This design comes from an exercise in tuning for small area on the open sky130 flow, not from production work. For this run, only the layout was checked, not whether the RTL still works. No activity file was given, so power comes from the tool's default toggle rates.

### flow/run.sh
#!/bin/bash
# synth_recipe.tcl (not shown) runs the flow's synth.tcl, then flattens the netlist and writes it again
# the make line also repeats each setting of config.mk as NAME=value (left out here)
make -C /OpenROAD-flow-scripts/flow DESIGN_CONFIG=/design/flow/config.mk WORK_HOME=/design/flow/orfs CLKGATE_MAP_FILE= SYNTH_SCRIPT=/design/flow/synth_recipe.tcl finish
### flow/config.mk
export PLATFORM = sky130hd
export DESIGN_NAME = dhtctl
export DESIGN_NICKNAME = dhtctl
export VERILOG_FILES = /design/flow/design.v
export SDC_FILE = /design/flow/constraint.sdc
export NUM_CORES = 4
export LEC_CHECK = 0
export CAP_MARGIN = 20
export CORE_MARGIN = 2
export CORE_UTILIZATION = 40
export SLEW_MARGIN = 20
### flow/constraint.sdc
create_clock -name core_clock -period 1000.0 [get_ports {clk}]
set_input_delay 200.0000 -clock core_clock [delete_from_list [all_inputs] [get_ports {clk}]]
set_output_delay 200.0000 -clock core_clock [all_outputs]
set_load 0.01 [all_outputs]
### flow/design.v
module dhtctl (
    input  wire        clk,
    input  wire        rst,
    input  wire        dht_i,
    output reg         dht_oe,
    output reg         dht_o,
    input  wire [9:0]  adc_val,
    output wire        adc_rd,
    input  wire [15:0] set_in,
    output wire        fan_on,
    output wire        led_low_water,
    output wire        alarm,
    input  wire [7:0]  stat_idx,
    output reg  [31:0] stat_data,
    output reg         faulted
);
    localparam integer N_WIN           = 14;
    localparam integer T_START_LOW_US  = 18000;
    localparam integer T_START_HIGH_US = 40;
    localparam integer MAX_TIMINGS     = 85;
    localparam integer HEADER_TRANS    = 3;
    localparam integer TIMEOUT_COUNT   = 255;
    localparam integer BIT_THRESHOLD   = 16;
    localparam integer MIN_BITS        = 40;
    localparam integer WATER_THRESHOLD = 10;
    localparam integer TOLERANCE_X10   = 20;
    localparam integer TICK_PERIOD_MS  = 2000;
    localparam integer T_POLL_US       = 100000;
    localparam integer T_RETRY_US      = 2000000;
    localparam integer T_ALARM_US      = 3000000;
    localparam integer ALARM_PERIOD_US = 300000;
    localparam integer ALARM_HIGH_US   = 150000;
    localparam [1:0] ST_NONE = 2'd0, ST_OK = 2'd1, ST_TIMEOUT = 2'd2, ST_CHECKSUM = 2'd3;
    localparam [5:0] OP_NOP         = 6'h00;
    localparam [5:0] OP_DHT_START   = 6'h01;
    localparam [5:0] OP_DHT_WAKE    = 6'h02;
    localparam [5:0] OP_DHT_RELEASE = 6'h03;
    localparam [5:0] OP_DHT_SAMPLE  = 6'h04;
    localparam [5:0] OP_DHT_CHECK   = 6'h05;
    localparam [5:0] OP_DHT_CONVERT = 6'h06;
    localparam [5:0] OP_WIN_FILL    = 6'h08;
    localparam [5:0] OP_WIN_SHIFT   = 6'h09;
    localparam [5:0] OP_WIN_AVG     = 6'h0A;
    localparam [5:0] OP_WL_SAMPLE   = 6'h10;
    localparam [5:0] OP_WL_EVAL     = 6'h11;
    localparam [5:0] OP_DIAL_READ   = 6'h18;
    localparam [5:0] OP_SET_LATCH   = 6'h19;
    localparam [5:0] OP_CTL_FAN     = 6'h1A;
    localparam [5:0] OP_CTL_REFILL  = 6'h1B;
    localparam [5:0] OP_CTL_EMPTY   = 6'h1C;
    localparam [5:0] OP_CTL_COMMIT  = 6'h1D;
    localparam [5:0] OP_TMR_START   = 6'h20;
    localparam [5:0] OP_TMR_STOP    = 6'h21;
    localparam [5:0] OP_TMR_RESET   = 6'h22;
    localparam [5:0] OP_TMR_RESTART = 6'h23;
    localparam [5:0] OP_BR_NOT_ELAP = 6'h28;
    localparam [5:0] OP_BR_DEC_FAIL = 6'h29;
    localparam [5:0] OP_JMP         = 6'h2A;
    localparam [5:0] OP_WAIT        = 6'h2B;
    function [15:0] rom;
        input [7:0] a;
        begin
            case (a)
                8'h00: rom = 16'h4000;  
                8'h01: rom = 16'h2200;  
                8'h02: rom = 16'h2A00;  
                8'h03: rom = 16'h6000;  
                8'h04: rom = 16'h6400;  
                8'h05: rom = 16'h0400;  
                8'h06: rom = 16'h0800;  
                8'h07: rom = 16'h0C00;  
                8'h08: rom = 16'h1000;  
                8'h09: rom = 16'h1400;  
                8'h0A: rom = 16'h1800;  
                8'h0B: rom = 16'hA412;  
                8'h0C: rom = 16'h2000;  
                8'h0D: rom = 16'h2100;  
                8'h0E: rom = 16'h2800;  
                8'h0F: rom = 16'h2900;  
                8'h10: rom = 16'h8C00;  
                8'h11: rom = 16'hA814;  
                8'h12: rom = 16'hAD00;  
                8'h13: rom = 16'hA805;  
                8'h14: rom = 16'h6000;  
                8'h15: rom = 16'hA02B;  
                8'h16: rom = 16'h6400;  
                8'h17: rom = 16'h4000;  
                8'h18: rom = 16'h2600;  
                8'h19: rom = 16'h4400;  
                8'h1A: rom = 16'h0400;  
                8'h1B: rom = 16'h0800;  
                8'h1C: rom = 16'h0C00;  
                8'h1D: rom = 16'h1000;  
                8'h1E: rom = 16'h1400;  
                8'h1F: rom = 16'h1800;  
                8'h20: rom = 16'hA423;  
                8'h21: rom = 16'h2400;  
                8'h22: rom = 16'h2500;  
                8'h23: rom = 16'h2800;  
                8'h24: rom = 16'h2900;  
                8'h25: rom = 16'h2A00;  
                8'h26: rom = 16'h6800;  
                8'h27: rom = 16'h6C00;  
                8'h28: rom = 16'h7000;  
                8'h29: rom = 16'h7400;  
                8'h2A: rom = 16'h8C00;  
                8'h2B: rom = 16'hAC00;  
                8'h2C: rom = 16'hA814;  
                default: rom = 16'hFFFF;
            endcase
        end
    endfunction
    reg  [7:0]  rd_hum;
    reg  [12:0] rd_temp10;
    reg         rd_valid;
    reg  [7:0]  frame [0:4];
    reg  [5:0]  bitcnt;
    reg         dec_to;
    reg  [6:0]  dec_i;
    reg  [7:0]  dec_cnt;
    reg         dec_last;
    reg  [1:0]  dec_status;
    reg  [31:0] err_to;
    reg  [31:0] err_ck;
    reg         fan_r;
    reg         oow;         
    reg         last_oow;    
    reg  [15:0] set_hum10;
    reg  [15:0] dial10;
    reg         led;
    reg         alm;
    reg  [9:0]  wl_raw;
    reg  signed [7:0]  wl_mapped;
    reg  [7:0]  w_hum   [0:N_WIN-1];
    reg  [12:0] w_temp  [0:N_WIN-1];
    reg  signed [7:0]  w_water [0:N_WIN-1];
    reg  [11:0] avg_hum;
    reg  [16:0] avg_temp;
    reg  signed [11:0] avg_water;
    reg  [31:0] tmr_dur;
    reg  [31:0] tmr_start;
    reg  [31:0] tmr_acc;
    reg         tmr_run;
    reg  [9:0]  t_us;
    reg  [31:0] now_ms;
    reg  [7:0]  upc;
    reg  [31:0] op_e;
    assign fan_on        = fan_r;
    assign led_low_water = led;
    assign alarm         = alm;
    wire [15:0] word = rom(upc);
    wire [5:0]  opc  = word[15:10];
    wire [1:0]  wsel = word[9:8];
    wire [7:0]  imm  = word[7:0];
    reg legal;
    always @* begin
        case (opc)
            OP_NOP, OP_DHT_START, OP_DHT_WAKE, OP_DHT_RELEASE, OP_DHT_SAMPLE,
            OP_DHT_CHECK, OP_DHT_CONVERT, OP_WL_SAMPLE, OP_WL_EVAL,
            OP_DIAL_READ, OP_SET_LATCH, OP_CTL_FAN, OP_CTL_REFILL,
            OP_CTL_EMPTY, OP_CTL_COMMIT, OP_TMR_START, OP_TMR_STOP,
            OP_TMR_RESET, OP_TMR_RESTART:
                legal = (wsel == 2'd0) && (imm == 8'd0);
            OP_WIN_FILL, OP_WIN_SHIFT, OP_WIN_AVG:
                legal = (wsel != 2'd3) && (imm == 8'd0);
            OP_WAIT:
                legal = (wsel[1] == 1'b0) && (imm == 8'd0);
            OP_BR_NOT_ELAP, OP_BR_DEC_FAIL, OP_JMP:
                legal = (wsel == 2'd0);
            default:
                legal = 1'b0;
        endcase
    end
    wire running = !faulted;
    assign adc_rd = !rst && running && legal && (opc == OP_WL_SAMPLE);
    reg [11:0] sum_hum;
    reg [16:0] sum_temp;
    reg signed [11:0] sum_water;
    integer k;
    always @* begin
        sum_hum   = 12'd0;
        sum_temp  = 17'd0;
        sum_water = 12'sd0;
        for (k = 0; k < N_WIN; k = k + 1) begin
            sum_hum   = sum_hum + {4'd0, w_hum[k]};
            sum_temp  = sum_temp + {4'd0, w_temp[k]};
            sum_water = sum_water + {{4{w_water[k][7]}}, w_water[k]};
        end
    end
    wire [31:0] elapsed    = tmr_acc + (tmr_run ? (now_ms - tmr_start) : 32'd0);
    wire        is_elapsed = (elapsed >= tmr_dur);
    wire [16:0] adc_scaled = adc_val * 17'd100;
    wire [16:0] adc_div    = adc_scaled / 17'd1023;  
    wire [7:0]  wl_map_new = adc_div[7:0] - 8'd1;
    wire signed [21:0] fan_lhs = $signed({10'd0, avg_hum}) * 22'sd10;
    wire signed [21:0] fan_t   = $signed({6'd0, set_hum10}) - TOLERANCE_X10;
    wire signed [21:0] fan_rhs = fan_t * 22'sd14;
    wire               below   = fan_lhs < fan_rhs;
    wire [12:0] temp_conv = frame[2] * 13'd18 + 13'd320;
    wire [9:0]  ck_sum = frame[0] + frame[1] + frame[2] + frame[3];
    reg alm_phase;
    integer r;
    always @* begin
        alm_phase = 1'b0;
        for (r = 0; r < 10; r = r + 1)
            if (op_e >= ALARM_PERIOD_US * r && op_e < ALARM_PERIOD_US * r + ALARM_HIGH_US)
                alm_phase = 1'b1;
    end
    wire        dht_same  = (dht_i == dec_last);
    wire        bit_val   = (dec_cnt > BIT_THRESHOLD);
    wire [2:0]  bit_byte  = bitcnt[5:3];
    wire        empty_edge = oow && !last_oow;
    integer i;
    always @(posedge clk) begin
        if (rst) begin
            dht_oe     <= 1'b0;
            dht_o      <= 1'b1;
            rd_hum     <= 8'd0;
            rd_temp10  <= 13'd0;
            rd_valid   <= 1'b0;
            for (i = 0; i < 5; i = i + 1) frame[i] <= 8'd0;
            bitcnt     <= 6'd0;
            dec_to     <= 1'b0;
            dec_i      <= 7'd0;
            dec_cnt    <= 8'd0;
            dec_last   <= 1'b1;
            dec_status <= ST_NONE;
            err_to     <= 32'd0;
            err_ck     <= 32'd0;
            fan_r      <= 1'b0;
            oow        <= 1'b0;
            last_oow   <= 1'b0;
            set_hum10  <= 16'd0;
            dial10     <= 16'd0;
            led        <= 1'b0;
            alm        <= 1'b0;
            wl_raw     <= 10'd0;
            wl_mapped  <= 8'sd0;
            for (i = 0; i < N_WIN; i = i + 1) begin
                w_hum[i]   <= 8'd0;
                w_temp[i]  <= 13'd0;
                w_water[i] <= 8'sd0;
            end
            avg_hum    <= 12'd0;
            avg_temp   <= 17'd0;
            avg_water  <= 12'sd0;
            tmr_dur    <= TICK_PERIOD_MS;
            tmr_start  <= 32'd0;
            tmr_acc    <= 32'd0;
            tmr_run    <= 1'b0;
            t_us       <= 10'd0;
            now_ms     <= 32'd0;
            upc        <= 8'd0;
            op_e       <= 32'd0;
            faulted    <= 1'b0;
        end else begin
            if (t_us == 10'd999) begin
                t_us   <= 10'd0;
                now_ms <= now_ms + 32'd1;
            end else begin
                t_us <= t_us + 10'd1;
            end
            if (running) begin
                if (!legal) begin
                    faulted <= 1'b1;
                    fan_r   <= 1'b0;
                    alm     <= 1'b0;
                    dht_oe  <= 1'b0;
                    op_e    <= 32'd0;
                end else begin
                    case (opc)
                        OP_NOP: begin
                            op_e <= 32'd0;
                            upc  <= upc + 8'd1;
                        end
                        OP_DHT_START: begin
                            if (op_e == 32'd0) begin
                                dht_oe <= 1'b1;
                                dht_o  <= 1'b0;
                                for (i = 0; i < 5; i = i + 1) frame[i] <= 8'd0;
                                bitcnt <= 6'd0;
                                dec_to <= 1'b0;
                            end
                            if (op_e == T_START_LOW_US - 1) begin
                                op_e <= 32'd0;
                                upc  <= upc + 8'd1;
                            end else begin
                                op_e <= op_e + 32'd1;
                            end
                        end
                        OP_DHT_WAKE: begin
                            if (op_e == 32'd0) begin
                                dht_oe <= 1'b1;
                                dht_o  <= 1'b1;
                            end
                            if (op_e == T_START_HIGH_US - 1) begin
                                op_e <= 32'd0;
                                upc  <= upc + 8'd1;
                            end else begin
                                op_e <= op_e + 32'd1;
                            end
                        end
                        OP_DHT_RELEASE: begin
                            dht_oe   <= 1'b0;
                            dec_last <= 1'b1;
                            dec_cnt  <= 8'd0;
                            dec_i    <= 7'd0;
                            op_e     <= 32'd0;
                            upc      <= upc + 8'd1;
                        end
                        OP_DHT_SAMPLE: begin
                            if (dht_same) begin
                                if (dec_cnt == TIMEOUT_COUNT - 1) begin
                                    dec_cnt <= TIMEOUT_COUNT;
                                    dec_to  <= 1'b1;
                                    op_e    <= 32'd0;
                                    upc     <= upc + 8'd1;
                                end else begin
                                    dec_cnt <= dec_cnt + 8'd1;
                                    op_e    <= op_e + 32'd1;
                                end
                            end else begin
                                if (dec_i >= HEADER_TRANS && dec_i[0] == 1'b0) begin
                                    if (bitcnt < MIN_BITS)
                                        frame[bit_byte] <= {frame[bit_byte][6:0], bit_val};
                                    if (bitcnt != 6'd63)
                                        bitcnt <= bitcnt + 6'd1;
                                end
                                dec_last <= dht_i;
                                dec_cnt  <= 8'd0;
                                dec_i    <= dec_i + 7'd1;
                                if (dec_i == MAX_TIMINGS - 1) begin
                                    op_e <= 32'd0;
                                    upc  <= upc + 8'd1;
                                end else begin
                                    op_e <= op_e + 32'd1;
                                end
                            end
                        end
                        OP_DHT_CHECK: begin
                            if (bitcnt < MIN_BITS) begin
                                dec_status <= ST_TIMEOUT;
                                rd_valid   <= 1'b0;
                                err_to     <= err_to + 32'd1;
                            end else if (frame[4] != ck_sum[7:0]) begin
                                dec_status <= ST_CHECKSUM;
                                rd_valid   <= 1'b0;
                                err_ck     <= err_ck + 32'd1;
                            end else begin
                                dec_status <= ST_OK;
                                rd_valid   <= 1'b1;
                            end
                            op_e <= 32'd0;
                            upc  <= upc + 8'd1;
                        end
                        OP_DHT_CONVERT: begin
                            if (rd_valid) begin
                                rd_hum    <= frame[0];
                                rd_temp10 <= temp_conv;
                            end
                            op_e <= 32'd0;
                            upc  <= upc + 8'd1;
                        end
                        OP_WIN_FILL: begin
                            for (i = 0; i < N_WIN; i = i + 1) begin
                                case (wsel)
                                    2'd0: w_hum[i]   <= rd_hum;
                                    2'd1: w_temp[i]  <= rd_temp10;
                                    default: w_water[i] <= wl_mapped;
                                endcase
                            end
                            op_e <= 32'd0;
                            upc  <= upc + 8'd1;
                        end
                        OP_WIN_SHIFT: begin
                            for (i = 0; i < N_WIN - 1; i = i + 1) begin
                                case (wsel)
                                    2'd0: w_hum[i]   <= w_hum[i+1];
                                    2'd1: w_temp[i]  <= w_temp[i+1];
                                    default: w_water[i] <= w_water[i+1];
                                endcase
                            end
                            case (wsel)
                                2'd0: w_hum[N_WIN-1]   <= rd_hum;
                                2'd1: w_temp[N_WIN-1]  <= rd_temp10;
                                default: w_water[N_WIN-1] <= wl_mapped;
                            endcase
                            op_e <= 32'd0;
                            upc  <= upc + 8'd1;
                        end
                        OP_WIN_AVG: begin
                            case (wsel)
                                2'd0: avg_hum   <= sum_hum;
                                2'd1: avg_temp  <= sum_temp;
                                default: avg_water <= sum_water;
                            endcase
                            op_e <= 32'd0;
                            upc  <= upc + 8'd1;
                        end
                        OP_WL_SAMPLE: begin
                            wl_raw    <= adc_val;
                            wl_mapped <= wl_map_new;
                            op_e <= 32'd0;
                            upc  <= upc + 8'd1;
                        end
                        OP_WL_EVAL: begin
                            oow  <= (sum_water < N_WIN * WATER_THRESHOLD);
                            op_e <= 32'd0;
                            upc  <= upc + 8'd1;
                        end
                        OP_DIAL_READ: begin
                            dial10 <= set_in;
                            op_e <= 32'd0;
                            upc  <= upc + 8'd1;
                        end
                        OP_SET_LATCH: begin
                            set_hum10 <= dial10;
                            op_e <= 32'd0;
                            upc  <= upc + 8'd1;
                        end
                        OP_CTL_FAN: begin
                            if (!oow)
                                fan_r <= below;
                            op_e <= 32'd0;
                            upc  <= upc + 8'd1;
                        end
                        OP_CTL_REFILL: begin
                            if (!oow && last_oow)
                                led <= 1'b0;
                            op_e <= 32'd0;
                            upc  <= upc + 8'd1;
                        end
                        OP_CTL_EMPTY: begin
                            if (!empty_edge) begin
                                op_e <= 32'd0;
                                upc  <= upc + 8'd1;
                            end else begin
                                if (op_e == 32'd0) begin
                                    fan_r <= 1'b0;
                                    led   <= 1'b1;
                                end
                                alm <= alm_phase;
                                if (op_e == T_ALARM_US - 1) begin
                                    op_e <= 32'd0;
                                    upc  <= upc + 8'd1;
                                end else begin
                                    op_e <= op_e + 32'd1;
                                end
                            end
                        end
                        OP_CTL_COMMIT: begin
                            last_oow <= oow;
                            op_e <= 32'd0;
                            upc  <= upc + 8'd1;
                        end
                        OP_TMR_START: begin
                            if (!tmr_run) begin
                                tmr_start <= now_ms;
                                tmr_run   <= 1'b1;
                            end
                            op_e <= 32'd0;
                            upc  <= upc + 8'd1;
                        end
                        OP_TMR_STOP: begin
                            if (tmr_run) begin
                                tmr_acc <= tmr_acc + (now_ms - tmr_start);
                                tmr_run <= 1'b0;
                            end
                            op_e <= 32'd0;
                            upc  <= upc + 8'd1;
                        end
                        OP_TMR_RESET: begin
                            tmr_acc   <= 32'd0;
                            tmr_start <= now_ms;
                            op_e <= 32'd0;
                            upc  <= upc + 8'd1;
                        end
                        OP_TMR_RESTART: begin
                            tmr_dur   <= TICK_PERIOD_MS;
                            tmr_acc   <= 32'd0;
                            tmr_start <= now_ms;
                            tmr_run   <= 1'b1;
                            op_e <= 32'd0;
                            upc  <= upc + 8'd1;
                        end
                        OP_BR_NOT_ELAP: begin
                            upc  <= is_elapsed ? upc + 8'd1 : imm;
                            op_e <= 32'd0;
                        end
                        OP_BR_DEC_FAIL: begin
                            upc  <= rd_valid ? upc + 8'd1 : imm;
                            op_e <= 32'd0;
                        end
                        OP_JMP: begin
                            upc  <= imm;
                            op_e <= 32'd0;
                        end
                        OP_WAIT: begin
                            if (op_e == (wsel[0] ? T_RETRY_US - 1 : T_POLL_US - 1)) begin
                                op_e <= 32'd0;
                                upc  <= upc + 8'd1;
                            end else begin
                                op_e <= op_e + 32'd1;
                            end
                        end
                        default: ;
                    endcase
                end
            end
        end
    end
    wire [31:0] ctrl_word = {20'd0, faulted, dht_o, dht_oe, tmr_run, dec_status,
                             rd_valid, alm, led, last_oow, oow, fan_r};
    always @* begin
        stat_data = 32'd0;
        case (stat_idx)
            8'h00: stat_data = 32'h44485431;
            8'h01: stat_data = ctrl_word;
            8'h02: stat_data = {16'd0, set_hum10};
            8'h03: stat_data = {16'd0, dial10};
            8'h04: stat_data = {20'd0, avg_hum};
            8'h05: stat_data = {15'd0, avg_temp};
            8'h06: stat_data = {{20{avg_water[11]}}, avg_water};
            8'h07: stat_data = {3'd0, rd_temp10, 8'd0, rd_hum};
            8'h08: stat_data = {frame[3], frame[2], frame[1], frame[0]};
            8'h09: stat_data = {15'd0, dec_to, 2'd0, bitcnt, frame[4]};
            8'h0A: stat_data = err_to;
            8'h0B: stat_data = err_ck;
            8'h0C: stat_data = {8'd0, wl_mapped, 6'd0, wl_raw};
            8'h0D: stat_data = tmr_dur;
            8'h0E: stat_data = tmr_start;
            8'h0F: stat_data = tmr_acc;
            8'h10: stat_data = now_ms;
            8'h11: stat_data = {op_e[23:0], upc};
            8'h12: stat_data = {15'd0, dec_last, dec_cnt, 1'b0, dec_i};
            default: begin
                if (stat_idx[7:4] == 4'h2 && stat_idx[3:0] < N_WIN)
                    stat_data = {24'd0, w_hum[stat_idx[3:0]]};
                else if (stat_idx[7:4] == 4'h3 && stat_idx[3:0] < N_WIN)
                    stat_data = {19'd0, w_temp[stat_idx[3:0]]};
                else if (stat_idx[7:4] == 4'h4 && stat_idx[3:0] < N_WIN)
                    stat_data = {{24{w_water[stat_idx[3:0]][7]}}, w_water[stat_idx[3:0]]};
            end
        endcase
    end
endmodule
==> results.txt <==
most frequent cells in the layout nor2_1 (891), dfxtp_1 (765), a21oi_1 (564); total track usage a little over a quarter; routability cong. 0.940; via count 53.1k; pre-CTS setup slack 595.13 ns; Cell Area, Synth ~60,000 µm²; initial antenna violation count 12; DR pass1 iterations 10; TritonCTS clock tree built; post-synthesis register bit count 826; leak pwr between 20 and 30 nW; DRT iter0 DRCs 5,957; clk latency of the worst-skew pair 0.74 ns; fmax 2.47 MHz; DRC Markers 0; pwr dens 1.53 nW/µm²; Yosys cell types 119; WP data required 800.00 ns; async set-or-reset flop fraction in the synthesized netlist 0%; Rows 140; Hold Fails Final Rpt 0; Avg Cell Area, Syn ~8.5 µm²; Detailed Place HPWL 154,000 µm; die height 388 µm; hold buffers post-CTS 0; TritonCTS Sinks 826; first-pass GRT wire length 317,000 µm; chip width about 390 µm; Mapped Cells 6,948; crit share post-route 40.5%; Final ANT Viol Nets 0; commonest non-fill, non-tap cell in the layout nor2_1; Peak VDD IR 0.00121 mV; number of vias per cell 6.06; Worst Path Max Fanout 19; Pwr Total 0.0000991 W; vias in the first global route 50.0k; Max-Cap Viols 0; clock skew 0.0215 ns; setup ws final 595.15 ns; main flop type after synthesis dfxtp_1; final WL between 200,000 and 250,000 µm; Setup CP Type primary input to output pin; layout cells sized above 1 under 10%; Slew headroom 18.6%; Starting Density 40.4%; clk slew on worst S/H paths 0.06 ns; # setup viols final 0; number of synthesized flops with an enable pin 61; Buffers on Ports 75; Final nets 7,489; Root Driver clkbuf_16; max-slew violation count 0; setup_tns 0 ns; crit path launch type primary input; H-tree Lvls 3; placeable core area 146,000 µm²; DR WL/cell approximately 24 µm; synth warn 4; CTS buffer count 99; minimum clock period 404.85 ns; Worst Hold Class flip-flop to flip-flop; post-layout util 44.4%; status timing/DRC/antenna clean; Slew @ Worst Pin approximately 1.2 ns; RSZ-0062 raised after global routing no; Syn-to-layout area delta 9.83%; hold slack ~0.47 ns; die area around 150,000 µm²; postcts setup bufs 0; IO Count 76; CTS resizes 0; sequential fraction of the synthesis area 29.1%; crit path DAT just over 200 ns; endpoint class of the critical path output pin; maximum clock path buffer count 3; pin count of the biggest net entering global routing about 200; grt total ovfl 0
## critical path: stages
cell and delay [ns]:
clkdlybuf4s50_1 0.75, nand2_1 0.32, nor3_4 0.69, buf_4 0.47, and2_1 0.86, a22oi_1 0.25, nand2_1 0.11, nor4_1 0.06
and3_1 0.30, a31oi_1 0.39, clkdlybuf4s50_1 0.65
## metrics by stage
step	instances	area, µm²
floorplan	6968	59100
CTS	8771	64800
detailed placement	8589	61300
global placement	8588	61300
global route	8771	64800
finish	8775	64800
## final timing paths
check / start / to / slack (ns) / cells after the start
setup / recovery: stat_idx[2] / stat_data[6] / 595.15 / 11
hold / removal: t_us[0] / t_us[0] / 0.47 / 1
setup reg to reg: tmr_start[0] / flip-flop / 988.30 / 41
hold reg to reg: t_us[0] / t_us[0] / 0.47 / 1
## flip-flops by register name (all words and copies together), names as in the netlist, 10 cells and up, named ones only
register,count
wl_raw,10
set_hum10,16
now_ms,32
w_hum,112
dial10,16
err_ck,32
rd_temp10,12
avg_water,12
t_us,10
w_temp,168
op_e,32
tmr_start,32
err_to,32
w_water,112
avg_hum,12
avg_temp,16
tmr_acc,32
frame,61
## cell families (layout without fill, tap and decap cells)
group	after synthesis	after routing	share of synthesized area, %
and+or+nand+nor	2287	2287	18.1
AOI/OAI and AO/OA	1864	1864	21.7
buffers and inverters	909	795	5.84
DFF	826	826	29.1
adders and majority gates	679	679	19.1
xor gates and xnor gates	299	299	4.44
muxes	83	83	1.72
other	1	25	0.00635
## synth_stat cells, types with 14 or more instances
cell	count	area share, %
o21a_1	21	0.27
edfxtp_1	61	3.1
o31ai_1	19	0.24
a22oi_1	201	2.6
mux2i_1	63	1.1
o21bai_1	36	0.46
xor2_1	138	2.0
and3_1	70	0.74
nor2b_1	65	0.69
o21ai_0	165	1.4
nor2_1	900	5.7
a21o_1	61	0.78
a31oi_1	34	0.36
and2_1	49	0.52
nor4_1	30	0.32
clkbuf_1	411	2.6
nand3_1	176	1.5
nor3_1	267	2.3
mux4_2	14	0.53
nand2_1	425	2.7
o211ai_1	24	0.31
or2_2	21	0.22
nand4_1	93	0.99
a21oi_1	564	4.8
inv_1	471	3.0
or3_1	45	0.48
ha_1	308	6.5
a21boi_0	15	0.19
a22o_1	40	0.59
a221oi_1	44	0.65
and4_1	23	0.34
nand2b_1	41	0.43
buf_1	15	0.095
or4_1	19	0.24
xnor2_1	161	2.4
dfxtp_1	765	26
a211oi_1	394	5.0
fa_1	371	13
a222oi_1	86	1.5
## where the power goes
part,total (W),internal (W),switching [W]
combinational,0.0000229,0.00000788,0.0000150
clock,0.0000395,0.0000238,0.0000157
sequential,0.0000367,0.0000343,0.00000231
total,0.0000991,0.0000660,0.0000330
## per-layer routing
metal,track usage [%],vias up,wire [µm]
met2,41.4,2250,90700
met5,0,-,88
met1,36.9,25900,89000
met4,12.5,14,11300
li1,-,24500,-
met3,5.30,494,17500
## final cells by class
type                    count  area [µm²]
flip-flops and latches    826       17100
inverters                 472        1770
fillers                 14400       81300
well taps                1917        2400
repair buffers            141        1290
clock inverters            47         651
clock buffers             135        2850
multi-input cells        5233       38700
diodes                      4        10.0

-- separate check: timing with driven ports --
The results above use ideal ports. As a check the final layout listed here was re-extracted and re-timed, cells and wires unchanged.
Step 1, drivers: a clkbuf_16 drives clk and a buf_2 each remaining input, both assumed.
Step 2 moves the port delays by t, midway between the first and last clock arrival at a register: inputs arrive t later, outputs are due t later. That takes back most of the time a late clock gives input paths.
Three values: ideal ports, drivers, drivers and shift; two values: the first two.
shift t [ns]: 0.801
setup slack, ns: 595.148 / 595.006 / 595.006
cell pins on the clock port's net: 1
After both steps this run still meets setup and hold. For this run, drivers alone change the setup slack by -0.142 ns; drivers and shift together by -0.142 ns.
